From an optimization exercise on the open Yosys and OpenROAD flow, aimed at small area, a short achievable clock period and few clock cycles per item; shortcuts taken in it are not production practice. Where RTL was checked, it was by simulation tests only, not by an equivalence proof against the original. Power is estimated from default activity; no workload was simulated.

v38:
==> flow/design.v (excerpt) <==
module pfde_seq (
    input  wire        clk,
    input  wire        rst,           
    input  wire        cmd_valid,
    output wire        cmd_ready,
    input  wire [15:0] cmd_count,     
    input  wire        in_valid,
    output reg         in_ready,
    input  wire [7:0]  in_data,
    output reg         out_valid,
    input  wire        out_ready,
    output reg  [31:0] out_id,
    output reg         done,          
    output wire        err,
    output wire [3:0]  err_code,
    output reg  [19:0] consumed
);
Size: roughly 90 I/O pins, about 0.012 sq mm of cells after synthesis.
export LEC_CHECK = 0
export CAP_MARGIN = 20
export CORE_MARGIN = 2
export CORE_UTILIZATION = 40
export CTS_BUF_LIST = sky130_fd_sc_hd__clkbuf_8
export SETUP_SLACK_MARGIN = 2.4
export SLEW_MARGIN = 20
create_clock -name core_clock -period 5.5 [get_ports {clk}]
standard.sh (not shown) runs the stock make flow with config.mk's settings and CLKGATE_MAP_FILE= SYNTH_SCRIPT=/design/flow/synth_recipe.tcl, a recipe that flattens the netlist after the stock synthesis.
==> flow/flow/run.sh <==
#!/bin/bash
# The standard layout (the standard.sh, standard synthesis included), with
# the port buffers that global placement inserts made of the smallest buffer
# cell instead of the default clkdlybuf4s50_1. Every port still gets its own
# buffer; nothing else changes. ORFS's step logs stay under orfs/logs/.
set -euo pipefail
export BUFFER_PORTS_ARGS="-buffer_cell sky130_fd_sc_hd__buf_1"
bash standard.sh > standard.log 2>&1
Testbench counts of v38, summed over its fixed seeds: cycles 120,404, items 81,405.
The inputs of v5 differ from those of v38 as listed below.
--- a/flow/design.v
+++ b/flow/design.v
@@ -62,28 +62,30 @@
     wire [4:0] khi  = bw[5] ? 5'd16 : {1'b0, bw[3:0]};    
     wire [4:0] kcur = st2 ? khi : klo;
     wire [15:0] mlo = tmask(klo);
     wire [15:0] mhi = wide ? tmask(khi) : 16'd0;
     wire more1 = (bl[7:1] != 7'd0);                       
     wire more2 = (bl[7:2] != 6'd0) || (bl[1] && bl[0]);   
     wire more3 = (bl[7:2] > 6'd1);                        
     wire rem_big = (rem[15:8] != 8'd0) || (rem[7] && (rem[6:0] != 7'd0));
     wire is_for = (state == S_FOR);
     wire is_con = (state == S_CON);
     wire [6:0] b1 = {1'b0, bw};
     wire [6:0] b2 = {bw, 1'b0};
+    wire [6:0] b1m = b1 - 7'd16;
+    wire [6:0] b2m = b2 - 7'd16;
     wire [6:0] thr   = (wide && more2) ? 7'd127 :
-                       ((more1 ? b2 : b1) - (st2 ? 7'd16 : 7'd0));
+                       more1 ? (st2 ? b2m : b2) : (st2 ? b1m : b1);
     wire [6:0] thr_s = (!wide)        ? (more2 ? b2 : b1) :
-                       (!st2)         ? (more2 ? 7'd127 : ((more1 ? b2 : b1) - 7'd16)) :
+                       (!st2)         ? (more2 ? 7'd127 : (more1 ? b2m : b1m)) :
                                         (more3 ? 7'd127 : (more2 ? b2 : b1));
     wire con_full = (bcnt >= bw);
     wire con_full8 = ({1'b0, bcnt} + 7'd8 >= b1);
     wire con_run  = bcnt[5];
     wire con_pad  = is_con && !in_ready && !con_run;   
     wire step   = is_for && have && p_free;
     wire fin    = !wide || st2;                           
     wire cemit  = is_con && con_run && p_free;
     wire id_end = (step && fin) || cemit;
     assign cmd_ready = (state == S_IDLE);
     wire byte_in = in_valid && in_ready;
     wire [46:0] qx  = {q[30:0], 16'd0};
==> comparison <==
- v5 ran to completion and came out clean on the timing, DRC and antenna checks.
- v5 ends up with a first-pass GRT wire length that is about 5.6% higher than in v38.
- The sequential cell area share of v5 falls short of that of v38 by 1.4 points.
- In v5, total core area is higher than in v38.
- Combinational fraction of design power on v5 is up relative to v38.
- The number of different library cells in the post-synthesis netlist number comes out higher for v38 vs v5.
- Between v38 and v5, the flow reports cell area after synthesis increasing slightly.
- Diff v38..v5 | well-tap cell count | negligible
- In the flow results for v38 and v5, the width of the die is smaller on v38.
- [v5 vs v38] critical path depth: higher in v5
For v5, only the layout was checked, not whether the RTL still works.

The RTL this note starts from:
==> flow/design.v <==
module pfde_seq (
    input  wire        clk,
    input  wire        rst,           
    input  wire        cmd_valid,
    output wire        cmd_ready,
    input  wire [15:0] cmd_count,     
    input  wire        in_valid,
    output reg         in_ready,
    input  wire [7:0]  in_data,
    output reg         out_valid,
    input  wire        out_ready,
    output reg  [31:0] out_id,
    output reg         done,          
    output wire        err,
    output wire [3:0]  err_code,
    output reg  [19:0] consumed
);
    localparam [2:0] S_IDLE = 3'd0,
                     S_BV0  = 3'd1,    
                     S_BV1  = 3'd2,    
                     S_BV2  = 3'd3,    
                     S_HDR  = 3'd4,    
                     S_FOR  = 3'd5,    
                     S_CON  = 3'd6,    
                     S_FIN  = 3'd7;    
    reg  [2:0]  state;
    reg  [15:0] rem;        
    reg  [7:0]  bl;         
    reg         lastblk;    
    reg  [5:0]  bw;         
    reg         wide;       
    reg         st2;        
    reg  [31:0] q;          
    reg  [5:0]  bcnt;       
    reg         pv;         
    reg  [31:0] pe;         
    reg         have;       
    reg         phi;        
    reg         pfin;       
    reg         bv3;        
    reg         ec3, ec2, ec1;    
    assign err_code = {ec3, ec2, ec1, ec3};
    assign err      = ec1;
    function [15:0] rev16(input [15:0] x);
        integer i;
        for (i = 0; i < 16; i = i + 1) rev16[i] = x[15 - i];
    endfunction
    function [7:0] rev8(input [7:0] x);
        integer i;
        for (i = 0; i < 8; i = i + 1) rev8[i] = x[7 - i];
    endfunction
    function [15:0] tmask(input [4:0] k);
        integer i;
        for (i = 0; i < 16; i = i + 1) tmask[i] = (k > i);
    endfunction
    wire out_free = !out_valid || out_ready;
    wire s2_go  = pv && (phi || out_free);
    wire p_free = !pv || s2_go;
    wire [4:0] klo  = wide ? 5'd16 : bw[4:0];             
    wire [4:0] khi  = bw[5] ? 5'd16 : {1'b0, bw[3:0]};    
    wire [4:0] kcur = st2 ? khi : klo;
    wire [15:0] mlo = tmask(klo);
    wire [15:0] mhi = wide ? tmask(khi) : 16'd0;
    wire more1 = (bl[7:1] != 7'd0);                       
    wire more2 = (bl[7:2] != 6'd0) || (bl[1] && bl[0]);   
    wire more3 = (bl[7:2] > 6'd1);                        
    wire rem_big = (rem[15:8] != 8'd0) || (rem[7] && (rem[6:0] != 7'd0));
    wire is_for = (state == S_FOR);
    wire is_con = (state == S_CON);
    wire [6:0] b1 = {1'b0, bw};
    wire [6:0] b2 = {bw, 1'b0};
    wire [6:0] thr   = (wide && more2) ? 7'd127 :
                       ((more1 ? b2 : b1) - (st2 ? 7'd16 : 7'd0));
    wire [6:0] thr_s = (!wide)        ? (more2 ? b2 : b1) :
                       (!st2)         ? (more2 ? 7'd127 : ((more1 ? b2 : b1) - 7'd16)) :
                                        (more3 ? 7'd127 : (more2 ? b2 : b1));
    wire con_full = (bcnt >= bw);
    wire con_full8 = ({1'b0, bcnt} + 7'd8 >= b1);
    wire con_run  = bcnt[5];
    wire con_pad  = is_con && !in_ready && !con_run;   
    wire step   = is_for && have && p_free;
    wire fin    = !wide || st2;                           
    wire cemit  = is_con && con_run && p_free;
    wire id_end = (step && fin) || cemit;
    assign cmd_ready = (state == S_IDLE);
    wire byte_in = in_valid && in_ready;
    wire [46:0] qx  = {q[30:0], 16'd0};
    wire [30:0] sh4 = bcnt[4] ? qx[46:16] : qx[30:0];
    wire [22:0] sh3 = bcnt[3] ? sh4[30:8] : sh4[22:0];
    wire [18:0] sh2 = bcnt[2] ? sh3[22:4] : sh3[18:0];
    wire [16:0] sh1 = bcnt[1] ? sh2[18:2] : sh2[16:0];
    wire [15:0] sh0 = bcnt[0] ? sh1[16:1] : sh1[15:0];
    wire [15:0] ext = rev16(sh0) & (st2 ? mhi : mlo);
    wire [31:0] addend  = pe;
    wire        add_ci  = !phi;
    wire [31:0] ag0 = out_id & addend;
    wire [31:0] ap0 = out_id ^ addend;
    wire [31:0] ag [0:5];
    wire [31:0] ap [0:5];
    assign ag[0] = {ag0[31:1], ag0[0] | (ap0[0] & add_ci)};
    assign ap[0] = ap0;
    genvar lv, bt;
    generate
        for (lv = 0; lv < 5; lv = lv + 1) begin : g_lv
            for (bt = 0; bt < 32; bt = bt + 1) begin : g_bt
                if (((bt >> lv) & 1) == 1) begin : g_op
                    localparam integer J = ((bt >> lv) << lv) - 1;
                    assign ag[lv+1][bt] = ag[lv][bt] | (ap[lv][bt] & ag[lv][J]);
                    assign ap[lv+1][bt] = ap[lv][bt] & ap[lv][J];
                end else begin : g_pass
                    assign ag[lv+1][bt] = ag[lv][bt];
                    assign ap[lv+1][bt] = ap[lv][bt];
                end
            end
        end
    endgenerate
    wire [31:0] sum = ap0 ^ {ag[5][30:0], add_ci};
    wire [5:0] bc_8   = bcnt + 6'd8;
    wire [5:0] bc_k   = bcnt - {1'b0, kcur};
    wire [5:0] bc_8k  = bc_8 - {1'b0, kcur};
    wire [5:0] bcnt_n = step ? (byte_in ? bc_8k : bc_k) :
                        ((byte_in || con_pad) ? bc_8 : bcnt);
    wire [6:0] thr_n  = step ? thr_s : thr;
    wire ir_for = (bcnt_n <= 6'd23) && ({1'b0, bcnt_n} < thr_n);
    wire st2_n  = (step && wide) ? !st2 : st2;
    wire [4:0] kcur_n = st2_n ? khi : klo;
    wire have_n = (bcnt_n >= {1'b0, kcur_n});
    wire [7:0] cmask = (con_full8 && (bw[2:0] != 3'd0)) ? ~(8'hFF << bw[2:0]) : 8'hFF;
    wire [7:0] qin   = is_con ? (in_data & cmask) : in_data;
    wire [5:0] hdr_b    = in_data[5:0];
    wire [1:0] hdr_type = in_data[7:6];
    always @(posedge clk) begin
        if (rst) begin
            state     <= S_IDLE;
            in_ready  <= 1'b0;
            out_valid <= 1'b0;
            pv        <= 1'b0;
            done      <= 1'b0;
        end else begin
            done <= 1'b0;
            if (out_valid && out_ready)
                out_valid <= 1'b0;
            if (byte_in)
                consumed <= consumed + 20'd1;
            if (s2_go) begin
                out_id <= sum;
                if (pfin)
                    out_valid <= 1'b1;
            end
            if (step || cemit) begin
                pv   <= 1'b1;
                pe   <= is_con ? {rev16(q[15:0]), rev16(q[31:16])} :
                        st2    ? {ext, 16'd0} : {16'd0, ext};
                phi  <= is_for && st2;
                pfin <= is_con || fin;
            end else if (s2_go)
                pv <= 1'b0;
            case (state)
            S_IDLE: begin
                in_ready <= cmd_valid && (cmd_count != 16'd0);
                if (cmd_valid) begin
                    consumed <= 20'd0;
                    ec3 <= 1'b0;
                    ec2 <= 1'b0;
                    ec1 <= 1'b0;
                    rem <= cmd_count - 16'd1;
                    state <= (cmd_count == 16'd0) ? S_FIN : S_BV0;
                end
            end
            S_BV0: begin
                if (byte_in) begin
                    bv3 <= in_data[6];
                    if (in_data[7:5] == 3'b111) begin
                        ec1      <= 1'b1;     
                        in_ready <= 1'b0;
                        state    <= S_FIN;
                    end else if (!in_data[7]) begin
                        out_id    <= {25'd0, in_data[6:0]};
                        out_valid <= 1'b1;
                        in_ready  <= (rem != 16'd0);
                        state     <= (rem == 16'd0) ? S_FIN : S_HDR;
                    end else if (!in_data[6]) begin
                        out_id <= {18'd0, in_data[5:0], 8'd0};
                        state  <= S_BV1;
                    end else begin
                        out_id <= {11'd0, in_data[4:0], 16'd0};
                        state  <= S_BV1;
                    end
                end
            end
            S_BV1: begin
                if (byte_in) begin
                    out_id[7:0] <= in_data;
                    if (!bv3) begin
                        out_valid <= 1'b1;
                        in_ready  <= (rem != 16'd0);
                        state     <= (rem == 16'd0) ? S_FIN : S_HDR;
                    end else
                        state <= S_BV2;
                end
            end
            S_BV2: begin
                if (byte_in) begin
                    out_id[15:8] <= in_data;
                    out_valid    <= 1'b1;
                    in_ready     <= (rem != 16'd0);
                    state        <= (rem == 16'd0) ? S_FIN : S_HDR;
                end
            end
            S_HDR: begin
                if (byte_in) begin
                    bw   <= hdr_b;
                    have <= (hdr_b == 6'd0);
                    wide <= (hdr_b > 6'd16);
                    st2  <= 1'b0;
                    bcnt <= 6'd0;
                    lastblk <= !rem_big;
                    if (rem_big) begin
                        bl  <= 8'd128;
                        rem <= {rem[15:7] - 9'd1, rem[6:0]};
                    end else
                        bl  <= rem[7:0];
                    in_ready <= (hdr_type == 2'd0 || hdr_type == 2'd3) &&
                                (hdr_b <= 6'd32) && (hdr_b != 6'd0);
                    if (hdr_b > 6'd32) begin
                        ec2   <= 1'b1;     
                        ec1   <= 1'b1;
                        state <= S_FIN;
                    end else if (hdr_type == 2'd3 && hdr_b != 6'd0)
                        state <= S_CON;
                    else if (hdr_type == 2'd0 || hdr_type == 2'd3)
                        state <= S_FOR;      
                    else begin
                        ec3   <= 1'b1;     
                        ec1   <= 1'b1;
                        state <= S_FIN;
                    end
                end
            end
            S_FOR, S_CON: begin
                if (byte_in || con_pad)
                    q <= {q[23:0], byte_in ? rev8(qin) : 8'd0};
                bcnt <= bcnt_n;
                st2  <= st2_n;
                have <= have_n;
                in_ready <= is_for ? ir_for : (byte_in ? !con_full8 : !con_full);
                if (id_end) begin
                    bl <= bl - 8'd1;
                    if (!more1) begin
                        in_ready <= !lastblk;
                        state    <= lastblk ? S_FIN : S_HDR;
                    end
                end
            end
            default: begin  
                in_ready <= 1'b0;
                if (!pv && out_free) begin
                    done  <= 1'b1;
                    state <= S_IDLE;
                end
            end
            endcase
        end
    end
endmodule
export LEC_CHECK = 0
export CAP_MARGIN = 20
export CORE_MARGIN = 2
export CORE_UTILIZATION = 40
export CTS_BUF_LIST = sky130_fd_sc_hd__clkbuf_8
export SETUP_SLACK_MARGIN = 2.4
export SLEW_MARGIN = 20
create_clock -name core_clock -period 5.5 [get_ports {clk}]
Scripts as last shown in full above: flow/flow/run.sh
Testbench counts at the start, summed over its fixed seeds: cycles 120,400, items 81,405.
Rerun with:
--- a/flow/design.v
+++ b/flow/design.v
@@ -36,6 +36,8 @@
     reg  [31:0] pe;         
     reg         have;       
     reg         phi;        
+    reg         pz;         
+    reg         pcin;       
     reg         pfin;       
     reg         bv3;        
     reg         ec3, ec2, ec1;    
@@ -58,7 +60,7 @@
     wire p_free = !pv || s2_go;
     wire [4:0] klo  = wide ? 5'd16 : bw[4:0];             
     wire [4:0] khi  = bw[5] ? 5'd16 : {1'b0, bw[3:0]};    
-    wire [4:0] kcur = st2 ? khi : klo;
+    reg  [4:0] kcur, kcur_s;
     wire [15:0] mlo = tmask(klo);
     wire [15:0] mhi = wide ? tmask(khi) : 16'd0;
     wire more1 = (bl[7:1] != 7'd0);                       
@@ -92,9 +94,10 @@
     wire [15:0] sh0 = bcnt[0] ? sh1[16:1] : sh1[15:0];
     wire [15:0] ext = rev16(sh0) & (st2 ? mhi : mlo);
     wire [31:0] addend  = pe;
-    wire        add_ci  = !phi;
-    wire [31:0] ag0 = out_id & addend;
-    wire [31:0] ap0 = out_id ^ addend;
+    wire        add_ci  = pcin;
+    wire [31:0] acc     = pz ? 32'd0 : out_id;
+    wire [31:0] ag0 = acc & addend;
+    wire [31:0] ap0 = acc ^ addend;
     wire [31:0] ag [0:5];
     wire [31:0] ap [0:5];
     assign ag[0] = {ag0[31:1], ag0[0] | (ap0[0] & add_ci)};
@@ -118,13 +121,16 @@
     wire [5:0] bc_8   = bcnt + 6'd8;
     wire [5:0] bc_k   = bcnt - {1'b0, kcur};
     wire [5:0] bc_8k  = bc_8 - {1'b0, kcur};
-    wire [5:0] bcnt_n = step ? (byte_in ? bc_8k : bc_k) :
-                        ((byte_in || con_pad) ? bc_8 : bcnt);
-    wire [6:0] thr_n  = step ? thr_s : thr;
-    wire ir_for = (bcnt_n <= 6'd23) && ({1'b0, bcnt_n} < thr_n);
+    wire [5:0] bcnt_ns = (byte_in || con_pad) ? bc_8 : bcnt;
+    wire [5:0] bcnt_s  = byte_in ? bc_8k : bc_k;
+    wire [5:0] bcnt_n  = step ? bcnt_s : bcnt_ns;
+    wire ir_ns = (bcnt_ns <= 6'd23) && ({1'b0, bcnt_ns} < thr);
+    wire ir_s  = (bcnt_s  <= 6'd23) && ({1'b0, bcnt_s}  < thr_s);
+    wire ir_for = step ? ir_s : ir_ns;
     wire st2_n  = (step && wide) ? !st2 : st2;
-    wire [4:0] kcur_n = st2_n ? khi : klo;
-    wire have_n = (bcnt_n >= {1'b0, kcur_n});
+    wire have_ns = (bcnt_ns >= {1'b0, kcur});
+    wire have_s  = (bcnt_s  >= {1'b0, kcur_s});
+    wire have_n  = step ? have_s : have_ns;
     wire [7:0] cmask = (con_full8 && (bw[2:0] != 3'd0)) ? ~(8'hFF << bw[2:0]) : 8'hFF;
     wire [7:0] qin   = is_con ? (in_data & cmask) : in_data;
     wire [5:0] hdr_b    = in_data[5:0];
@@ -152,6 +158,8 @@
                 pe   <= is_con ? {rev16(q[15:0]), rev16(q[31:16])} :
                         st2    ? {ext, 16'd0} : {16'd0, ext};
                 phi  <= is_for && st2;
+                pz   <= 1'b0;
+                pcin <= !(is_for && st2);
                 pfin <= is_con || fin;
             end else if (s2_go)
                 pv <= 1'b0;
@@ -175,24 +183,28 @@
                         in_ready <= 1'b0;
                         state    <= S_FIN;
                     end else if (!in_data[7]) begin
-                        out_id    <= {25'd0, in_data[6:0]};
-                        out_valid <= 1'b1;
-                        in_ready  <= (rem != 16'd0);
-                        state     <= (rem == 16'd0) ? S_FIN : S_HDR;
+                        pe       <= {25'd0, in_data[6:0]};
+                        pv       <= 1'b1;
+                        in_ready <= (rem != 16'd0);
+                        state    <= (rem == 16'd0) ? S_FIN : S_HDR;
                     end else if (!in_data[6]) begin
-                        out_id <= {18'd0, in_data[5:0], 8'd0};
+                        pe     <= {18'd0, in_data[5:0], 8'd0};
                         state  <= S_BV1;
                     end else begin
-                        out_id <= {11'd0, in_data[4:0], 16'd0};
+                        pe     <= {11'd0, in_data[4:0], 16'd0};
                         state  <= S_BV1;
                     end
+                    phi  <= 1'b0;
+                    pz   <= 1'b1;
+                    pcin <= 1'b0;
+                    pfin <= 1'b1;
                 end
             end
             S_BV1: begin
                 if (byte_in) begin
-                    out_id[7:0] <= in_data;
+                    pe[7:0] <= in_data;
                     if (!bv3) begin
-                        out_valid <= 1'b1;
+                        pv        <= 1'b1;
                         in_ready  <= (rem != 16'd0);
                         state     <= (rem == 16'd0) ? S_FIN : S_HDR;
                     end else
@@ -201,8 +213,8 @@
             end
             S_BV2: begin
                 if (byte_in) begin
-                    out_id[15:8] <= in_data;
-                    out_valid    <= 1'b1;
+                    pe[15:8]     <= in_data;
+                    pv           <= 1'b1;
                     in_ready     <= (rem != 16'd0);
                     state        <= (rem == 16'd0) ? S_FIN : S_HDR;
                 end
@@ -212,6 +224,9 @@
                     bw   <= hdr_b;
                     have <= (hdr_b == 6'd0);
                     wide <= (hdr_b > 6'd16);
+                    kcur <= (hdr_b > 6'd16) ? 5'd16 : hdr_b[4:0];
+                    kcur_s <= (hdr_b > 6'd16) ? (hdr_b[5] ? 5'd16 : {1'b0, hdr_b[3:0]}) :
+                                                hdr_b[4:0];
                     st2  <= 1'b0;
                     bcnt <= 6'd0;
                     lastblk <= !rem_big;
@@ -242,6 +257,10 @@
                     q <= {q[23:0], byte_in ? rev8(qin) : 8'd0};
                 bcnt <= bcnt_n;
                 st2  <= st2_n;
+                if (step && wide) begin
+                    kcur   <= kcur_s;
+                    kcur_s <= kcur;
+                end
                 have <= have_n;
                 in_ready <= is_for ? ir_for : (byte_in ? !con_full8 : !con_full);
                 if (id_end) begin
What happened: The new run went through all stages and came out clean; synthesized cell count went up by 5.2%; total power went up by 6.5%; fmax went down by 3.1%; utilization went down by 0.59 points; global-route usage stays flat; die area went up by 8.3%; combinational power went up by about 10%.
Only the layout flow was run in the second run of this note; the RTL was not checked for function there.

-- separate check: timing with driven ports --
How much do the figures lean on ideal ports? The routed layouts below were timed once more, with nothing changed but the port constraints. Step 1 sets driving cells, clkbuf_16 on the clock port and buf_2 on the other inputs (assumed; they add their load-dependent delay and slew). Step 2 adds t to the input delays and takes it off the output delays; t is the mean of the earliest and latest rising clock arrival at the registers after step 1. Input paths then give back, and output paths get back, about the clock's delay inside the block. Slacks: no drivers / after step 1 / after step 2; pairs: no drivers / after step 1.
run	shift t [ns]	slack for setup (ns)	worst setup path after step 2	latest minus earliest clock arrival (ns)
v38	0.518	2.405 / 2.405 / 1.973	input to register	0.024 / 0.024
v5	0.516	2.277 / 2.283 / 1.783	input to register	0.018 / 0.018
the first run of note 2	0.514	2.164 / 2.164 / 1.698	input to register	0.022 / 0.022
the second run of note 2	0.532	2.059 / 2.059 / 1.611	input to register	0.017 / 0.017
After both steps every run listed still meets setup and hold. The setup slack of v5, which loses most, moves by +0.006 ns with the drivers and by -0.494 ns with both steps.
